Source: an optimization exercise on an open RTL-to-GDS flow (aim: small area). Production flows keep margins and buffers that such runs may drop. In this exercise RTL edits were held to simulation tests only and were not proved equivalent to the original. Power is estimated from default activity; no workload was simulated.

==> design/flow/design.v <==
module bjt_cpu (
    input  wire        clk,
    input  wire        rst,         
    output wire [15:0] rom_addr,
    input  wire [7:0]  rom_rdata,
    output wire [15:0] ram_addr,
    output wire [7:0]  ram_wdata,
    output reg         ram_we,
    input  wire [7:0]  ram_rdata,
    output wire        halted,
    input  wire [4:0]  dbg_sel,
    output wire [7:0]  dbg_data
);
    reg [15:0] pc;           
    reg [7:0]  ir;           
    reg [7:0]  t;            
    reg [4:0]  st;
    reg [7:0]  ra, rb, rc, rsp, rbp, rbnk, radr;
    reg        fz, fc, fo, fn;
    localparam [4:0]
        S_F0  = 5'd0,
        S_E1  = 5'd1,
        S_E2  = 5'd2,
        S_E3  = 5'd3,
        S_E4  = 5'd4,
        S_J2  = 5'd5,
        S_L1  = 5'd8,    
        S_L2  = 5'd9,
        S_L3  = 5'd10,
        S_L4  = 5'd11,
        S_L5  = 5'd12,
        S_L6  = 5'd13,
        S_L7  = 5'd14,
        S_P8  = 5'd15,   
        S_R2  = 5'd16,   
        S_R3  = 5'd17,
        S_R4  = 5'd18,
        S_R5  = 5'd19,
        S_R6  = 5'd20,
        S_HLT = 5'd31;
    reg        pcall;        
    assign halted = (st == S_HLT);
    wire [3:0] fam = ir[7:4];
    wire [3:0] sub = ir[3:0];
    reg  [3:0] xidx;         
    reg        use_t, bx, br, inv, cin;
    reg        t_we, res_nand, res_din, din_ram;
    reg        w_en;
    reg  [3:0] widx;
    reg        ir_we, pc_inc, pc_load;
    reg        stk, romsel;
    reg  [1:0] osel;         
    reg        flag_we, additive;
    reg  [4:0] nst;
    reg        set_pcall;
    wire cond = (sub == 4'h0) | (sub == 4'h2 & fz) | (sub == 4'h3 & fn) |
                (sub == 4'h4 & fc) | (sub == 4'h5 & fo);
    always @(*) begin
        xidx = ir[3:0];
        use_t = 1'b0; bx = 1'b1; br = 1'b0; inv = 1'b0; cin = 1'b0;
        t_we = 1'b0; res_nand = 1'b0; res_din = 1'b0; din_ram = 1'b0;
        w_en = 1'b0; widx = ir[3:0];
        ir_we = 1'b0; pc_inc = 1'b0; pc_load = 1'b0;
        ram_we = 1'b0; stk = 1'b0; romsel = 1'b0; osel = 2'd0;
        flag_we = 1'b0; additive = 1'b1;
        nst = S_F0; set_pcall = 1'b0;
        case (st)
        S_F0: begin
            res_din = 1'b1; ir_we = 1'b1;
            pc_inc = !(rom_rdata == 8'h00 || rom_rdata == 8'h02);
            nst = S_E1;
        end
        S_E1: begin
            case (fam)
            4'h0: begin
                if (sub == 4'h0) nst = S_HLT;
                else if (sub == 4'h1) begin           
                    xidx = 4'hB; t_we = 1'b1; nst = S_R2;
                end else if (sub == 4'h2) begin       
                    xidx = 4'hA; t_we = 1'b1; nst = S_L2; set_pcall = 1'b1;
                end
            end
            4'h1: begin
                if (sub == 4'h0) begin                
                    xidx = 4'hA; t_we = 1'b1; nst = S_E2;
                end else if (sub == 4'h1) begin       
                    xidx = 4'hF; t_we = 1'b1; nst = S_E2;
                end else if (sub == 4'h2) begin       
                    xidx = rom_rdata[7:4]; t_we = 1'b1; nst = S_E2;
                end else
                    pc_inc = 1'b1;
            end
            4'h2: begin                               
                xidx = 4'hA; t_we = 1'b1; nst = S_E2;
            end
            4'h3: begin                               
                romsel = 1'b1; res_din = 1'b1; w_en = 1'b1;
            end
            4'hA: begin                               
                res_din = 1'b1; w_en = 1'b1; pc_inc = 1'b1;
            end
            4'hC, 4'hD: begin                         
                xidx = rom_rdata[7:4]; t_we = 1'b1; pc_inc = 1'b1; nst = S_E2;
            end
            4'hE: begin
                if (sub == 4'h1) begin                
                    res_din = 1'b1; ir_we = 1'b1; pc_inc = 1'b1; nst = S_L1;
                end else if (cond) begin              
                    res_din = 1'b1; ir_we = 1'b1; pc_inc = 1'b1; nst = S_J2;
                end else begin
                    pc_inc = 1'b1; nst = S_E2;
                end
            end
            4'hF: begin                               
                xidx = 4'hF; t_we = 1'b1; nst = S_E2;
            end
            default: begin                            
                xidx = rom_rdata[7:4]; t_we = 1'b1; nst = S_E2;
            end
            endcase
        end
        S_E2: begin
            case (fam)
            4'h1: begin
                xidx = rom_rdata[7:4];
                if (sub == 4'h0) begin                
                    ram_we = 1'b1; stk = 1'b1;
                    use_t = 1'b1; bx = 1'b0; cin = 1'b1; t_we = 1'b1;
                    nst = S_E3;
                end else if (sub == 4'h1) begin       
                    ram_we = 1'b1; pc_inc = 1'b1;
                end else begin                        
                    xidx = rom_rdata[3:0];
                    use_t = 1'b1; inv = 1'b1; cin = 1'b1; t_we = 1'b1;
                    nst = S_E3;
                end
            end
            4'h2: begin                               
                use_t = 1'b1; bx = 1'b0; inv = 1'b1; t_we = 1'b1; nst = S_E3;
            end
            4'h4, 4'h5, 4'h7, 4'h8: begin
                xidx = rom_rdata[3:0];
                use_t = 1'b1; t_we = 1'b1;
                inv = (fam == 4'h7) | (fam == 4'h8);    
                cin = (fam == 4'h4) ? 1'b0 :
                      (fam == 4'h5) ? fc :
                      (fam == 4'h7) ? 1'b1 : !fc;
                nst = S_E3;
            end
            4'h6, 4'h9: begin                         
                xidx = rom_rdata[3:0];
                use_t = 1'b1; t_we = 1'b1; nst = S_E3;
            end
            4'hB: begin                               
                xidx = rom_rdata[3:0];
                res_nand = 1'b1; w_en = 1'b1; pc_inc = 1'b1;
            end
            4'hC, 4'hD: begin                         
                use_t = 1'b1; bx = 1'b0; br = 1'b1; t_we = 1'b1;
                inv = fam[0]; cin = fam[0];
                nst = S_E3;
            end
            4'hE: begin                               
                pc_inc = 1'b1;
            end
            default: begin                            
                res_din = 1'b1; din_ram = 1'b1; w_en = 1'b1;
            end
            endcase
        end
        S_E3: begin
            case (fam)
            4'h1: begin
                if (sub == 4'h0) begin                
                    use_t = 1'b1; bx = 1'b0; w_en = 1'b1; widx = 4'hA;
                    pc_inc = 1'b1;
                end else begin                        
                    xidx = rom_rdata[7:4];
                    use_t = 1'b1; inv = 1'b1; cin = 1'b1;
                    flag_we = 1'b1; additive = 1'b0; pc_inc = 1'b1;
                end
            end
            4'h2: begin                               
                use_t = 1'b1; bx = 1'b0; w_en = 1'b1; widx = 4'hA;
                nst = S_E4;
            end
            4'h6: begin                               
                ram_we = 1'b1; pc_inc = 1'b1;
            end
            4'h9: begin                               
                res_din = 1'b1; din_ram = 1'b1; w_en = 1'b1; pc_inc = 1'b1;
            end
            default: begin                            
                use_t = 1'b1; inv = 1'b1; cin = 1'b1;
                flag_we = 1'b1; nst = S_E4;
            end
            endcase
        end
        S_E4: begin
            if (fam == 4'h2) begin                    
                stk = 1'b1; res_din = 1'b1; din_ram = 1'b1; w_en = 1'b1;
            end else begin                            
                use_t = 1'b1; bx = 1'b0; w_en = 1'b1; pc_inc = 1'b1;
            end
        end
        S_J2: begin
            res_din = 1'b1; pc_load = 1'b1;
        end
        S_L1: begin                                   
            xidx = 4'hA; t_we = 1'b1; nst = S_L2;
        end
        S_L2: begin
            xidx = 4'hB; ram_we = 1'b1; stk = 1'b1;
            use_t = 1'b1; bx = 1'b0; cin = 1'b1; t_we = 1'b1; nst = S_L3;
        end
        S_L3: begin
            osel = 2'd1; ram_we = 1'b1; stk = 1'b1;
            use_t = 1'b1; bx = 1'b0; cin = 1'b1; t_we = 1'b1; nst = S_L4;
        end
        S_L4: begin
            osel = 2'd2; ram_we = 1'b1; stk = 1'b1;
            use_t = 1'b1; bx = 1'b0; cin = 1'b1; t_we = 1'b1; nst = S_L5;
        end
        S_L5: begin
            use_t = 1'b1; bx = 1'b0; w_en = 1'b1; widx = 4'hA; nst = S_L6;
        end
        S_L6: begin
            use_t = 1'b1; bx = 1'b0; w_en = 1'b1; widx = 4'hB; nst = S_L7;
        end
        S_L7: begin
            if (pcall) begin                          
                xidx = 4'hE; ir_we = 1'b1; nst = S_P8;
            end else begin                            
                res_din = 1'b1; pc_load = 1'b1;
            end
        end
        S_P8: begin                                   
            xidx = 4'hF; pc_load = 1'b1;
        end
        S_R2: begin                                   
            use_t = 1'b1; bx = 1'b0; inv = 1'b1; t_we = 1'b1; nst = S_R3;
        end
        S_R3: begin
            stk = 1'b1; res_din = 1'b1; din_ram = 1'b1; ir_we = 1'b1;
            use_t = 1'b1; bx = 1'b0; inv = 1'b1; t_we = 1'b1; nst = S_R4;
        end
        S_R4: begin
            stk = 1'b1; res_din = 1'b1; din_ram = 1'b1; pc_load = 1'b1;
            use_t = 1'b1; bx = 1'b0; inv = 1'b1; t_we = 1'b1; nst = S_R5;
        end
        S_R5: begin
            stk = 1'b1; res_din = 1'b1; din_ram = 1'b1;
            w_en = 1'b1; widx = 4'hB; nst = S_R6;
        end
        S_R6: begin
            use_t = 1'b1; bx = 1'b0; w_en = 1'b1; widx = 4'hA;
        end
        default: begin                                
            xidx = dbg_sel[3:0];
            nst = S_HLT;
        end
        endcase
    end
    reg [7:0] xv;
    always @(*) begin
        case (xidx)
            4'h0:    xv = ra;
            4'h1:    xv = rb;
            4'h2:    xv = rc;
            4'hA:    xv = rsp;
            4'hB:    xv = rbp;
            4'hE:    xv = rbnk;
            4'hF:    xv = radr;
            default: xv = 8'h00;
        endcase
    end
    wire [7:0] opa  = t & {8{use_t}};
    wire [7:0] opb  = ((xv & {8{bx}}) | (rom_rdata & {8{br}})) ^ {8{inv}};
    wire [8:0] sum  = {1'b0, opa} + {1'b0, opb} + {8'd0, cin};
    wire [7:0] din  = din_ram ? ram_rdata : rom_rdata;
    wire [7:0] res  = res_din ? din : res_nand ? ~(t & xv) : sum[7:0];
    wire [15:0] pc_nx = pc + 16'd1;
    assign rom_addr = romsel ? {rbnk, radr} : pc;
    assign ram_addr = {rbnk | {8{stk}}, t};
    reg [7:0] obus;
    always @(*) begin
        if (halted) begin
            if (!dbg_sel[4])
                obus = xv;
            else case (dbg_sel[3:0])
                4'h0:    obus = {4'h0, fn, fo, fc, fz};
                4'h1:    obus = pc_nx[15:8];
                4'h2:    obus = pc_nx[7:0];
                default: obus = 8'h00;
            endcase
        end else begin
            case (osel)
                2'd1:    obus = pc_nx[7:0];
                2'd2:    obus = pc_nx[15:8];
                default: obus = xv;
            endcase
        end
    end
    assign ram_wdata = obus;
    assign dbg_data  = obus;
    wire       wr   = w_en | rst;
    wire [7:0] wval = rst ? 8'h00 : res;
    always @(posedge clk) begin
        if (wr && (rst || widx == 4'h0)) ra   <= wval;
        if (wr && (rst || widx == 4'h1)) rb   <= wval;
        if (wr && (rst || widx == 4'h2)) rc   <= wval;
        if (wr && (rst || widx == 4'hA)) rsp  <= wval;
        if (wr && (rst || widx == 4'hB)) rbp  <= wval;
        if (wr && (rst || widx == 4'hE)) rbnk <= wval;
        if (wr && (rst || widx == 4'hF)) radr <= wval;
    end
    always @(posedge clk) begin
        if (t_we) t <= sum[7:0];
        if (ir_we) ir <= res;
    end
    always @(posedge clk) begin
        if (rst) begin
            st    <= S_F0;
            pc    <= 16'h0000;
            pcall <= 1'b0;
            fz <= 1'b0; fc <= 1'b0; fo <= 1'b0; fn <= 1'b0;
        end else begin
            st <= nst;
            if (pc_load)
                pc <= {ir, res};
            else if (pc_inc)
                pc <= pc_nx;
            if (set_pcall)
                pcall <= 1'b1;
            else if (st == S_F0)
                pcall <= 1'b0;
            if (flag_we) begin
                fz <= (t == 8'h00);
                fn <= t[7];
                fo <= t[7] & ~xv[7];
                fc <= additive & ~sum[8];
            end
        end
    end
endmodule
==> design/flow/run.sh <==
#!/bin/bash
# synth_recipe.tcl (not shown) runs the flow's synth.tcl, then flattens the netlist and writes it again
# the make line also repeats each setting of config.mk as NAME=value (left out here)
make -C /OpenROAD-flow-scripts/flow DESIGN_CONFIG=/design/flow/config.mk WORK_HOME=/design/flow/orfs CLKGATE_MAP_FILE= SYNTH_SCRIPT=/design/flow/synth_recipe.tcl finish
==> design/flow/config.mk <==
export PLATFORM = sky130hd
export DESIGN_NAME = bjt_cpu
export DESIGN_NICKNAME = bjt_cpu
export VERILOG_FILES = /design/flow/design.v
export SDC_FILE = /design/flow/constraint.sdc
export NUM_CORES = 4
export LEC_CHECK = 0
export CAP_MARGIN = 20
export CORE_MARGIN = 2
export CORE_UTILIZATION = 40
export SLEW_MARGIN = 20
==> design/flow/constraint.sdc <==
create_clock -name core_clock -period 7.0 [get_ports {clk}]
set_input_delay 1.4000 -clock core_clock [delete_from_list [all_inputs] [get_ports {clk}]]
set_output_delay 1.4000 -clock core_clock [all_outputs]
set_load 0.01 [all_outputs]
==> summary.md <==
| Metric | Value |
|---|---|
| Status | `no timing/DRC/antenna violations` |
| PortBufs | `72` |
| Top post-synthesis cells by area | `edfxtp_1 28%, dfxtp_1 6.7%, nor2_1 5.4%` |
| Crit share post-route | `94.1%` |
| Largest family of logic cells by synthesized area | `compound AO/OA/AOI/OAI gates` |
| Drt wl/cell | `23.2 µm` |
| Pin count of the biggest net entering global routing | `42` |
| Fin util | `48.0%` |
| Number of global-route vias before repair | `7076` |
| Max_cap viols | `0` |
| Sink Count | `98` |
| CTS Buffer Depth | `2` |
| YS warnings | `1` |
| CTS tree | `built` |
| Post-synth ARST share | `0%` |
| Simple-gate portion of the synthesized area | `23.0%` |
| Fmax | `152 MHz` |
| Largest area contributor in the netlist | `edfxtp_1` |
| Starting Density | `40.4%` |
| Power Dens Cells | `583 mW/mm²` |
| Min Tclk post-route | `6580 ps` |
| Synth Register Bits | `98` |
| Row count | `51` |
| Crit path max fanout | `12` |
| Post-DP HPWL | `22200 µm` |
| CP max stage delay | `640 ps` |
| Critical Path RT | `7060 ps` |
| Post-Synth Adder-Cell Area | `2.28%` |
| Critical path's slowest cell | `clkdlybuf4s50_1` |
| Setup Buffers After CTS | `0` |
| Cell with the most instances on the worst path | `o21ai_0` |
| Setup WS pre-CTS | `175 ps` |
| Post-route setup TNS | `0 ps` |
| Fill cells | `1911` |
| Die area | `0.0206 mm²` |
| Worst Setup Start Kind | `input port` |
| Compound-Gate Fraction of Synth Area | `23.4%` |
| Initial antenna violation count | `0` |
| First-pass GRT wire length | `44000 µm` |
| Synth top area share | `27.8%` |
| Synth cell types | `86` |
| Total global-route track usage | `28.6%` |
| Syn Nets | `958` |
| Most flop-heavy register | `pc` |
| Routed WL | `29400 µm` |
| Antenna fix cells | `0` |
| Syn avg cell area | `8.45 µm²` |
| Crit Path Category | `input port to register` |
| Most frequent cell after synthesis | `nor2_1` |
| EDFF count, synth | `72` |
| Placed cell count | `1249` |
| Hold Path Class | `register to register` |
| Ys flop type | `edfxtp_1` |
| Final setup vio count | `0` |
| Cts hold-fix bufs | `0` |
| Max reg flops | `16` |
| CTS Buf Count | `9` |
| Post-Synth XOR/XNOR Area | `5.17%` |
| Starting DRT DRC Count | `976` |
| CTS clock-pin slew for the worst setup and hold paths | `80 ps` |
| Area grow syn2layout | `18.8%` |
| Leakage | `3.37 nW` |
| Worst Skew | `19.5 ps` |
| Die height | `144 µm` |
| Fin Hold WS | `521 ps` |
| Die X | `144 µm` |
| Post-Syn Instances | `922` |
| Final WS setup | `416 ps` |
| Nets | `1032` |
| Final Hold Fails | `0` |
| Non-filler cells in the finished layout | `1266` |
| Crit path cell chain | `clkdlybuf4s50_1, inv_1, a211o_1, o2111a_1, a41oi_2, buf_4, nand3_1, o22ai_1, a211oi_1, o21ai_0, xnor2_1, fa_1, fa_1, nor2b_1, o21ai_0, a21boi_0, o21ai_0, nand2b_1, and2_1, nor2_1, or2_2, a31oi_1, nor2_1` |
| DRC errors left | `0` |
| Mux share of post-synthesis cell area | `6.04%` |
| Sequential element share of the synthesized area | `34.4%` |
| Post-DRT Antenna Nets | `0` |
| I/O Pins | `73` |
| Routability cong. | `0.992` |
| Vias per inst | `6.08` |
| Synth top cells by count | `112 x nor2_1, 88 x nand2_1, 72 x edfxtp_1` |
| Max_slew headroom | `20.9%` |
| H-tree level count | `3` |
| WP data arrival | `6640 ps` |
| Cts repair resizes | `0` |
| Worst-Skew Late Latency | `370 ps` |
| Worst slew pin tran | `1180 ps` |
| Endpoint class of the critical path | `register` |
| Root Driver | `clkbuf_16` |
| RSZ-0062 raised after global routing | `no` |
| Mapped Area | `0.00779 mm²` |
| DRT Pass-1 Iters | `6` |
| Global route overflow | `0` |
| Total number of vias | `7695` |
| Max IR drop VDD | `0.000268 V` |
| Fin. max-slew vios | `0` |
| Share of cells above drive strength 1 | `11.9%` |
| Core ar. | `0.0193 mm²` |
==> metrics by stage <==
stage          area, µm²  total power [mW]
2_1_floorplan       7790              3.33
3_3_place_gp        8940              4.79
3_5_place_dp        8940              4.77
4_1_cts             9240              5.32
5_1_grt             9250              5.67
6_report            9250              5.40
==> power by group <==
part / switching, mW / internal, mW / total (mW)
clock: 0.269 / 0.256 / 0.525
sequential: 0.189 / 0.982 / 1.17
combinational: 2.22 / 1.48 / 3.70
==> placed cells by master, fill, tap and decap left out, types with 5 or more instances in the layout <==
master,count
o31ai_1,5
xnor2_1,21
nand2b_1,18
a221oi_1,8
o21a_1,5
o22ai_1,15
or3_1,13
mux2_2,15
ha_1,11
xor2_1,25
mux2i_1,29
nor2b_1,18
a31oi_1,15
o2bb2ai_1,6
and2_1,11
o21ai_1,5
a211oi_1,24
inv_1,28
a21oi_1,54
nand3b_1,5
dfxtp_1,26
clkbuf_16,9
and3_1,11
o211ai_1,6
a211o_1,6
buf_4,56
nor4_1,7
a311oi_1,6
edfxtp_1,72
nor3_1,24
nand2_1,88
nor2_1,112
clkdlybuf4s50_1,72
a21o_1,7
nand3_1,31
o21ai_0,50
==> layout make-up <==
cell class / count / area, µm² / area share (%)
Multi-Input combinational cell: 728 / 4670 / 50.4
Sequential cell: 98 / 2680 / 29.0
Timing Repair Buffer: 129 / 1150 / 12.5
Tap cell: 265 / 332 / 3.58
Clock buffer: 9 / 225 / 2.43
Inverter: 30 / 113 / 1.22
Clock inverter: 7 / 81.3 / 0.879
==> layer usage <==
layer | track usage (%) | wire length, µm | share of wire (%) | vias to the layer above
li1 | - | - | - | 3539
met1 | 41.4 | 12900 | 44 | 3643
met2 | 42.1 | 12800 | 43 | 444
met3 | 5.60 | 2760 | 9.4 | 69
met4 | 10.8 | 982 | 3.3 | 0
met5 | 0 | 0 | 0 | -
==> worst paths after layout <==
path,from,end,slack [ps],cells past startpoint
setup reg to reg,ir[5],radr[6],570,23
setup / recovery,rom_rdata[4],radr[6],420,23
hold / removal,fz,fz,520,2
hold reg to reg,fz,fz,520,2
==> cells by family (layout without fill, tap and decap cells) <==
kind of cell	Yosys count	after routing
buf+inv	96	175
xor+xnor	46	46
flops	98	98
mux	45	45
compound gates	261	261
simple gates	363	363
fa+ha+maj	13	13
==> worst max-delay path, delay by kind of cell <==
family	cells	cell delay [ps]
AOI/OAI and AO/OA	10	2120
and+or+nand+nor	7	1100
buffers and inverters	3	990
adders and majority gates	2	890
xor gates and xnor gates	1	120

[afterwards: timing with drivers on the ports]
In the flow no input, the clock included, has a driving cell. The finished layout below was timed again as built, in two steps.
Step 1 sets driving cells, clkbuf_16 on the clock port and buf_2 on the other inputs (assumed; they add their load-dependent delay and slew).
Step 2 also shifts input and output timing later by t, the mid clock arrival at the registers, as if the neighbouring blocks saw the same clock.
Three values: ideal ports, drivers, drivers and shift; two values: the first two.
t, ns: 0.405
slack for setup (ns): 0.416 / 0.438 / 0.032
hold slack, ns: 0.521 / 0.521 / 0.521
After both steps this run still meets setup and hold. For this run, drivers alone change the setup slack by +0.022 ns; drivers and shift together by -0.384 ns.
